Source: an optimization exercise on an open RTL-to-GDS flow (aim: small area, a short achievable clock period and few clock cycles per item). Production flows keep margins and buffers that such runs may drop. In this exercise RTL edits were held to simulation tests only and were not proved equivalent to the original.

==> 10-22: inputs <==
==> flow/design.v (excerpt) <==
module boxblur_lane (
    input  wire        clk,
    input  wire        rst,         
    input  wire        start,       
    input  wire [4:0]  ksize,       
    input  wire        in_valid,
    input  wire [31:0] in_data,
    output wire        in_ready,
    output wire        out_valid,
    output wire [31:0] out_data
);
make LEC_CHECK=0 CAP_MARGIN=20 CORE_MARGIN=2 CORE_UTILIZATION=40 PLACE_DENSITY=0.6 SLEW_MARGIN=20 finish   # period 24.0 ns
run.sh (not shown) runs the stock make flow with config.mk's settings and CLKGATE_MAP_FILE= SYNTH_SCRIPT=/design/flow/synth_recipe.tcl, a recipe that flattens the netlist after the stock synthesis.
==> 04-15 (differences from 10-22) <==
--- a/flow/design.v
+++ b/flow/design.v
@@ -29,24 +29,22 @@
     wire       a_ge = ~dab[8];                  
     wire       d0  = (ea1 == eb1);
     wire       d1a = (dab == 9'd1);
     wire       d1b = (dba == 9'd1);
     function automatic [26:0] align;
         input [23:0] m;
         input [8:0]  d;           
-        reg   [26:0] v;
+        reg   [26:0] v, msk;
         reg          s;
+        integer      k;
         begin
-            v = {m, 3'b000};
-            s = 1'b0;
-            if (d[0]) begin s = s | v[0];        v = {1'b0, v[26:1]}; end
-            if (d[1]) begin s = s | (|v[1:0]);   v = {2'b0, v[26:2]}; end
-            if (d[2]) begin s = s | (|v[3:0]);   v = {4'b0, v[26:4]}; end
-            if (d[3]) begin s = s | (|v[7:0]);   v = {8'b0, v[26:8]}; end
-            if (d[4]) begin s = s | (|v[15:0]);  v = {16'b0, v[26:16]}; end
+            v = {m, 3'b000} >> d[4:0];
+            for (k = 0; k < 27; k = k + 1)
+                msk[k] = (k < d[4:0]);
+            s = (({m, 3'b000} & msk) != 27'd0);
             if (d[7:5] != 3'd0) begin s = (m != 24'd0); v = 27'd0; end
             align = {v[26:1], v[0] | s};
         end
     endfunction
     wire [26:0] alb = align(mb, dab);
     wire [26:0] ala = align(ma, dba);
     wire [26:0] yal = a_ge ? alb : ala;
@@ -56,35 +54,55 @@
     wire [24:0] mx1 = {1'b0, mx} + 25'd1;
     wire [28:0] yc  = eff_sub ? {2'b11, ~yal} : {2'b00, yal};    
     wire [27:0] fs  = {1'b0, mx, 3'b000} + yc[27:0] + {27'd0, eff_sub};
     wire [27:0] fta = {1'b0, mx, 3'b100} + yc[27:0] + {27'd0, eff_sub};
     wire [28:0] ftb = eff_sub ? ({2'b0, mx, 3'b010} + yc + 29'd1)
                               : ({1'b0, mx1, 3'b000} + yc);
     wire [2:0]  lo  = eff_sub ? (3'd0 - yal[2:0]) : yal[2:0];
+    wire        c_r = ~eff_sub & fs[27];
+    wire        c_l = eff_sub & ~fs[26];
     reg  [24:0] fm;
-    reg  [8:0]  fe;
     always @* begin
-        if (~eff_sub & fs[27]) begin            
+        if (c_r) begin
             fm = ftb[28:4];
             if (lo == 3'b000 && fs[3]) fm[0] = 1'b0;
-            fe = {1'b0, ex};
-        end else if (~eff_sub | fs[26]) begin   
-            fm = {fta[27:3]};
+        end else if (~c_l) begin
+            fm = fta[27:3];
             if (lo == 3'b100) fm[0] = 1'b0;
-            fe = {1'b0, ex} - 9'd1;
-        end else begin                          
+        end else begin
             fm = ftb[26:2];
             if (lo[1:0] == 2'b10) fm[0] = 1'b0;
-            fe = {1'b0, ex} - 9'd2;
         end
     end
-    wire [8:0]  fe1  = fe + 9'd1;
-    wire [8:0]  fe2  = fe + 9'd2;
-    wire [8:0]  fex  = fm[24] ? fe2 : (fm[23] ? fe1 : fe);
-    wire        fovf = fm[24] ? (fe2 >= 9'd255) : (fm[23] ? (fe1 >= 9'd255) : (fe >= 9'd255));
+    wire [8:0]  xm1 = {1'b0, ex} - 9'd1;
+    wire [8:0]  xp0 = {1'b0, ex};
+    wire [8:0]  xp1 = {1'b0, ex} + 9'd1;
+    wire [8:0]  xp2 = {1'b0, ex} + 9'd2;
+    reg  [8:0]  fex;
+    always @* begin
+        case ({c_r, c_l, fm[24], fm[23]})
+            4'b1010: fex = xp2;
+            4'b1001: fex = xp1;
+            4'b0010: fex = xp1;
+            4'b0001: fex = xp0;
+            4'b0110: fex = xp0;
+            4'b0101: fex = xm1;
+            default: fex = 9'd0;             
+        endcase
+    end
+    reg         fovf;
+    always @* begin
+        case ({c_r, c_l, fm[24], fm[23]})
+            4'b1010: fovf = (xp2 >= 9'd255);
+            4'b1001: fovf = (xp1 >= 9'd255);
+            4'b0010: fovf = (xp1 >= 9'd255);
+            4'b0001: fovf = (xp0 >= 9'd255);
+            default: fovf = 1'b0;
+        endcase
+    end
     wire [31:0] far_y = fovf ? {sx, 8'hFF, 23'd0} : {sx, fex[7:0], fm[22:0]};
     wire        far_h = (fex[7:0] != 8'd0);
     wire [24:0] n0a, n0b;
     wire        n0neg;                              
     assign {n0neg, n0a} = {1'b0, ma, 1'b0} - {1'b0, mb, 1'b0};
     assign n0b = {mb, 1'b0} - {ma, 1'b0};
     wire [24:0] n1a = {ma, 1'b0} - {1'b0, mb};
@@ -183,15 +201,15 @@
     input  wire [4:0]  kp,         
     input  wire [6:0]  kp3,        
     input  wire [2:0]  c,
     output reg         done,
     output reg  [31:0] y
 );
     localparam [31:0] QNAN = 32'h7FC00000;
-    localparam integer N0 = 4, N1 = 4, N2 = 4, N3 = 2;    
+    localparam integer N0 = 3, N1 = 4;    
     function automatic [32:0] dsteps;     
         input [4:0]  r_in;
         input [27:0] w_in;
         input [4:0]  k1;
         input [6:0]  k3;
         input integer n;
         reg   [4:0]  r;
@@ -216,28 +234,27 @@
         end
     endfunction
     wire       a_zero = (a[30:0] == 31'd0);
     wire       a_max  = (a[30:23] == 8'hFF);
     wire [1:0] spec0  = a_max ? ((a[22:0] != 0) ? 2'd3 : 2'd2) : (a_zero ? 2'd1 : 2'd0);
     wire [23:0] m0    = {(a[30:23] != 8'd0), a[22:0]};
     wire [8:0] ec0    = {1'b0, a[30:23]} + {8'd0, (a[30:23] == 8'd0)} + {6'd0, c};
-    wire [32:0] s0    = dsteps({1'b0, m0[23:20]}, {m0[19:0], 8'd0}, kp, kp3, N0);
-    reg        v1, v2, v3;
-    reg  [4:0] r1, r2, r3;
-    reg [27:0] w1, w2, w3;
-    reg  [4:0] k1, k2, k3;
-    reg  [6:0] t1, t2, t3;
-    reg  [8:0] e1, e2, e3;
-    reg        g1, g2, g3;
-    reg  [1:0] p1, p2, p3;
-    wire [32:0] s1 = dsteps(r1, w1, k1, t1, N1);
-    wire [32:0] s2 = dsteps(r2, w2, k2, t2, N2);
-    wire [32:0] s3 = dsteps(r3, w3, k3, t3, N3);
-    wire [27:0] q   = s3[27:0];
-    wire        rnz = (s3[32:28] != 5'd0);
+    reg        v1, v2, v3, v4;    
+    reg  [4:0] r1, r3;
+    reg [27:0] w1, w3;
+    reg  [4:0] k1, k3;
+    reg  [6:0] t1, t3;
+    reg  [8:0] e1, e3;
+    reg        g1, g3;
+    reg  [1:0] p1, p3;
+    wire [32:0] s1 = start ? dsteps({1'b0, m0[23:20]}, {m0[19:0], 8'd0}, kp, kp3, N0)
+                           : dsteps(r1, w1, k1, t1, N0);
+    wire [32:0] s3 = v2 ? dsteps(r1, w1, k1, t1, N1) : dsteps(r3, w3, k3, t3, N1);
+    wire [27:0] q   = w3;
+    wire        rnz = (r3 != 5'd0);
     wire        l27 = q[27];
     wire        normal = l27 ? (e3 >= 9'd5) : (e3 >= 9'd6);
     reg  [3:0]  sh;
     reg  [23:0] mant;
     reg         guard, stk;
     reg  [7:0]  em1;
     reg  [31:0] res;
@@ -253,22 +270,27 @@
             2'd1: res = {g3, 31'd0};
             2'd2: res = {g3, 8'hFF, 23'd0};
             2'd3: res = QNAN;
             default: ;
         endcase
     end
     always @(posedge clk) begin
-        r1 <= s0[32:28]; w1 <= s0[27:0]; k1 <= kp; t1 <= kp3; e1 <= ec0; g1 <= a[31]; p1 <= spec0;
-        r2 <= s1[32:28]; w2 <= s1[27:0]; k2 <= k1; t2 <= t1;  e2 <= e1;  g2 <= g1;   p2 <= p1;
-        r3 <= s2[32:28]; w3 <= s2[27:0]; k3 <= k2; t3 <= t2;  e3 <= e2;  g3 <= g2;   p3 <= p2;
+        r1 <= s1[32:28]; w1 <= s1[27:0];
+        r3 <= s3[32:28]; w3 <= s3[27:0];
+        if (start) begin
+            k1 <= kp; t1 <= kp3; e1 <= ec0; g1 <= a[31]; p1 <= spec0;
+        end
+        if (v2) begin
+            k3 <= k1; t3 <= t1; e3 <= e1; g3 <= g1; p3 <= p1;
+        end
         y  <= res;
         if (rst) begin
-            v1 <= 1'b0; v2 <= 1'b0; v3 <= 1'b0; done <= 1'b0;
+            v1 <= 1'b0; v2 <= 1'b0; v3 <= 1'b0; v4 <= 1'b0; done <= 1'b0;
         end else begin
-            v1 <= start; v2 <= v1; v3 <= v2; done <= v3;
+            v1 <= start; v2 <= v1; v3 <= v2; v4 <= v3; done <= v4;
         end
     end
 endmodule
 module boxblur_lane (
     input  wire        clk,
     input  wire        rst,         
     input  wire        start,       
@@ -276,36 +298,35 @@
     input  wire        in_valid,
     input  wire [31:0] in_data,
     output wire        in_ready,
     output wire        out_valid,
     output wire [31:0] out_data
 );
     localparam MAXK = 29;
-    reg        rdy;
+    reg        rdy;             
+    reg        busy;            
     reg  [4:0] k;               
     reg  [4:0] cnt;             
-    reg        f_v;             
-    reg [31:0] f_data;
-    reg        f_sub, f_emit, f_first;
     assign in_ready = rdy;
-    wire take = in_valid & rdy;
+    wire take = in_valid & ~busy;
     wire sub_now = (cnt >= k);
+    wire        f_v     = take;
+    wire [31:0] f_data  = in_data;
+    wire        f_sub   = sub_now;
+    wire        f_emit  = ({1'b0, cnt} + 6'd1 >= {1'b0, k});
+    wire        f_first = (cnt == 5'd0);
     always @(posedge clk) begin
-        f_data  <= in_data;
-        f_sub   <= sub_now;
-        f_emit  <= ({1'b0, cnt} + 6'd1 >= {1'b0, k});
-        f_first <= (cnt == 5'd0);
         if (rst) begin
             rdy <= 1'b1;
-            f_v <= 1'b0;
+            busy <= 1'b0;
             cnt <= 5'd0;
         end else begin
-            f_v <= take;
             rdy <= ~(take & sub_now);
-            if (start & rdy) begin
+            busy <= take & sub_now;
+            if (start & ~busy) begin
                 k   <= ksize;
                 cnt <= 5'd0;
             end else if (take && cnt != 5'd31) begin
                 cnt <= cnt + 5'd1;
             end
         end
     end
==> flow/flow/run.sh (new file) <==
#!/bin/bash
# Standard layout, with timing repair aimed well below the clock period
# (repair_timing setup margin 18 ns), so that resizing and buffering shorten
# the critical paths of the design. Constraints and clock are unchanged.
set -euo pipefail
bash standard.sh SETUP_SLACK_MARGIN=18 finish > make_finish.log 2>&1
==> flow/standard.sh (new file) <==
#!/bin/bash
# synth_recipe.tcl (not shown) runs the flow's synth.tcl, then flattens the netlist and writes it again
# the make line also repeats each setting of config.mk as NAME=value (left out here)
make -C /OpenROAD-flow-scripts/flow DESIGN_CONFIG=/design/flow/config.mk WORK_HOME=/design/flow/orfs CLKGATE_MAP_FILE= SYNTH_SCRIPT=/design/flow/synth_recipe.tcl "${@:-finish}"
==> flow/config.mk (replaced) <==
export PLATFORM = sky130hd
export DESIGN_NAME = boxblur_lane
export DESIGN_NICKNAME = boxblur_lane
export VERILOG_FILES = /design/flow/design.v
export SDC_FILE = /design/flow/constraint.sdc
export NUM_CORES = 4
export LEC_CHECK = 0
export ABC_AREA = 1
export CAP_MARGIN = 20
export CORE_MARGIN = 2
export CORE_UTILIZATION = 40
export PLACE_DENSITY = 0.6
export SLEW_MARGIN = 20
removed: flow/run.sh
==> 12-23 (differences from 10-22) <==
--- a/flow/design.v
+++ b/flow/design.v
@@ -29,24 +29,22 @@
     wire       a_ge = ~dab[8];                  
     wire       d0  = (ea1 == eb1);
     wire       d1a = (dab == 9'd1);
     wire       d1b = (dba == 9'd1);
     function automatic [26:0] align;
         input [23:0] m;
         input [8:0]  d;           
-        reg   [26:0] v;
+        reg   [26:0] v, msk;
         reg          s;
+        integer      k;
         begin
-            v = {m, 3'b000};
-            s = 1'b0;
-            if (d[0]) begin s = s | v[0];        v = {1'b0, v[26:1]}; end
-            if (d[1]) begin s = s | (|v[1:0]);   v = {2'b0, v[26:2]}; end
-            if (d[2]) begin s = s | (|v[3:0]);   v = {4'b0, v[26:4]}; end
-            if (d[3]) begin s = s | (|v[7:0]);   v = {8'b0, v[26:8]}; end
-            if (d[4]) begin s = s | (|v[15:0]);  v = {16'b0, v[26:16]}; end
+            v = {m, 3'b000} >> d[4:0];
+            for (k = 0; k < 27; k = k + 1)
+                msk[k] = (k < d[4:0]);
+            s = (({m, 3'b000} & msk) != 27'd0);
             if (d[7:5] != 3'd0) begin s = (m != 24'd0); v = 27'd0; end
             align = {v[26:1], v[0] | s};
         end
     endfunction
     wire [26:0] alb = align(mb, dab);
     wire [26:0] ala = align(ma, dba);
     wire [26:0] yal = a_ge ? alb : ala;
@@ -56,35 +54,55 @@
     wire [24:0] mx1 = {1'b0, mx} + 25'd1;
     wire [28:0] yc  = eff_sub ? {2'b11, ~yal} : {2'b00, yal};    
     wire [27:0] fs  = {1'b0, mx, 3'b000} + yc[27:0] + {27'd0, eff_sub};
     wire [27:0] fta = {1'b0, mx, 3'b100} + yc[27:0] + {27'd0, eff_sub};
     wire [28:0] ftb = eff_sub ? ({2'b0, mx, 3'b010} + yc + 29'd1)
                               : ({1'b0, mx1, 3'b000} + yc);
     wire [2:0]  lo  = eff_sub ? (3'd0 - yal[2:0]) : yal[2:0];
+    wire        c_r = ~eff_sub & fs[27];
+    wire        c_l = eff_sub & ~fs[26];
     reg  [24:0] fm;
-    reg  [8:0]  fe;
     always @* begin
-        if (~eff_sub & fs[27]) begin            
+        if (c_r) begin
             fm = ftb[28:4];
             if (lo == 3'b000 && fs[3]) fm[0] = 1'b0;
-            fe = {1'b0, ex};
-        end else if (~eff_sub | fs[26]) begin   
-            fm = {fta[27:3]};
+        end else if (~c_l) begin
+            fm = fta[27:3];
             if (lo == 3'b100) fm[0] = 1'b0;
-            fe = {1'b0, ex} - 9'd1;
-        end else begin                          
+        end else begin
             fm = ftb[26:2];
             if (lo[1:0] == 2'b10) fm[0] = 1'b0;
-            fe = {1'b0, ex} - 9'd2;
         end
     end
-    wire [8:0]  fe1  = fe + 9'd1;
-    wire [8:0]  fe2  = fe + 9'd2;
-    wire [8:0]  fex  = fm[24] ? fe2 : (fm[23] ? fe1 : fe);
-    wire        fovf = fm[24] ? (fe2 >= 9'd255) : (fm[23] ? (fe1 >= 9'd255) : (fe >= 9'd255));
+    wire [8:0]  xm1 = {1'b0, ex} - 9'd1;
+    wire [8:0]  xp0 = {1'b0, ex};
+    wire [8:0]  xp1 = {1'b0, ex} + 9'd1;
+    wire [8:0]  xp2 = {1'b0, ex} + 9'd2;
+    reg  [8:0]  fex;
+    always @* begin
+        case ({c_r, c_l, fm[24], fm[23]})
+            4'b1010: fex = xp2;
+            4'b1001: fex = xp1;
+            4'b0010: fex = xp1;
+            4'b0001: fex = xp0;
+            4'b0110: fex = xp0;
+            4'b0101: fex = xm1;
+            default: fex = 9'd0;             
+        endcase
+    end
+    reg         fovf;
+    always @* begin
+        case ({c_r, c_l, fm[24], fm[23]})
+            4'b1010: fovf = (xp2 >= 9'd255);
+            4'b1001: fovf = (xp1 >= 9'd255);
+            4'b0010: fovf = (xp1 >= 9'd255);
+            4'b0001: fovf = (xp0 >= 9'd255);
+            default: fovf = 1'b0;
+        endcase
+    end
     wire [31:0] far_y = fovf ? {sx, 8'hFF, 23'd0} : {sx, fex[7:0], fm[22:0]};
     wire        far_h = (fex[7:0] != 8'd0);
     wire [24:0] n0a, n0b;
     wire        n0neg;                              
     assign {n0neg, n0a} = {1'b0, ma, 1'b0} - {1'b0, mb, 1'b0};
     assign n0b = {mb, 1'b0} - {ma, 1'b0};
     wire [24:0] n1a = {ma, 1'b0} - {1'b0, mb};
==> flow/flow/run.sh (new file) <==
#!/bin/bash
# Standard layout, with timing repair aimed well below the clock period
# (repair_timing setup margin 16 ns), so that resizing and buffering shorten
# the critical paths of the design. Constraints and clock are unchanged.
set -euo pipefail
bash standard.sh SETUP_SLACK_MARGIN=16 finish > make_finish.log 2>&1
==> flow/standard.sh (new file) <==
#!/bin/bash
# synth_recipe.tcl (not shown) runs the flow's synth.tcl, then flattens the netlist and writes it again
# the make line also repeats each setting of config.mk as NAME=value (left out here)
make -C /OpenROAD-flow-scripts/flow DESIGN_CONFIG=/design/flow/config.mk WORK_HOME=/design/flow/orfs CLKGATE_MAP_FILE= SYNTH_SCRIPT=/design/flow/synth_recipe.tcl "${@:-finish}"
removed: flow/run.sh
==> notes <==
10-22 went through all stages and came out clean. 04-15 completed without violations. 12-23 finished with timing, DRC and antenna clean. In 10-22 the sequential cell count is higher than in 04-15, by 71. Final area, lowest first: 10-22, 12-23, 04-15. Register-to-register slack: 10-22 is worse than 12-23 (3.2 ns). Between 10-22 and 12-23, the lower utilization is in 10-22 (gap 1.6 points). Of 10-22 and 04-15, 04-15 has the higher global-route usage (gap 1.6 points). Routed wire length: 12-23 is larger than 10-22 (3.7%).
Testbench counts of 10-22, summed over its fixed seeds: cycles 38,860, items 17,185.
Testbench counts of 04-15, summed over its fixed seeds: cycles 38,860, items 17,185.
Testbench counts of 12-23, summed over its fixed seeds: cycles 38,860, items 17,185.

==> what the ideal ports hide <==
How much do the figures lean on ideal ports? The routed layouts below were timed once more, with nothing changed but the port constraints. Step 1: set_driving_cell puts a clkbuf_16 on clk and a buf_2 on each other input, an assumption about the parent block. Step 2 moves the port delays by t, midway between the first and last clock arrival at a register: inputs arrive t later, outputs are due t later. That takes back most of the time a late clock gives input paths. Slacks: ideal ports / drivers / drivers and shift; pairs: ideal ports / drivers.
run | shift t [ns] | setup slack, ns | worst hold slack (ns) | worst slew at a driven data input, ns | pins driven straight from the clock port
10-22 | 0.863 | 12.897 / 12.897 / 12.897 | 0.309 / 0.309 / 0.309 | 0.07 | 1
04-15 | 0.834 | 16.911 / 16.911 / 16.911 | 0.393 / 0.393 / 0.393 | 0.07 | 1
12-23 | 0.859 | 16.123 / 16.123 / 16.123 | 0.323 / 0.323 / 0.323 | 0.06 | 1
After both steps every run listed still meets setup and hold.
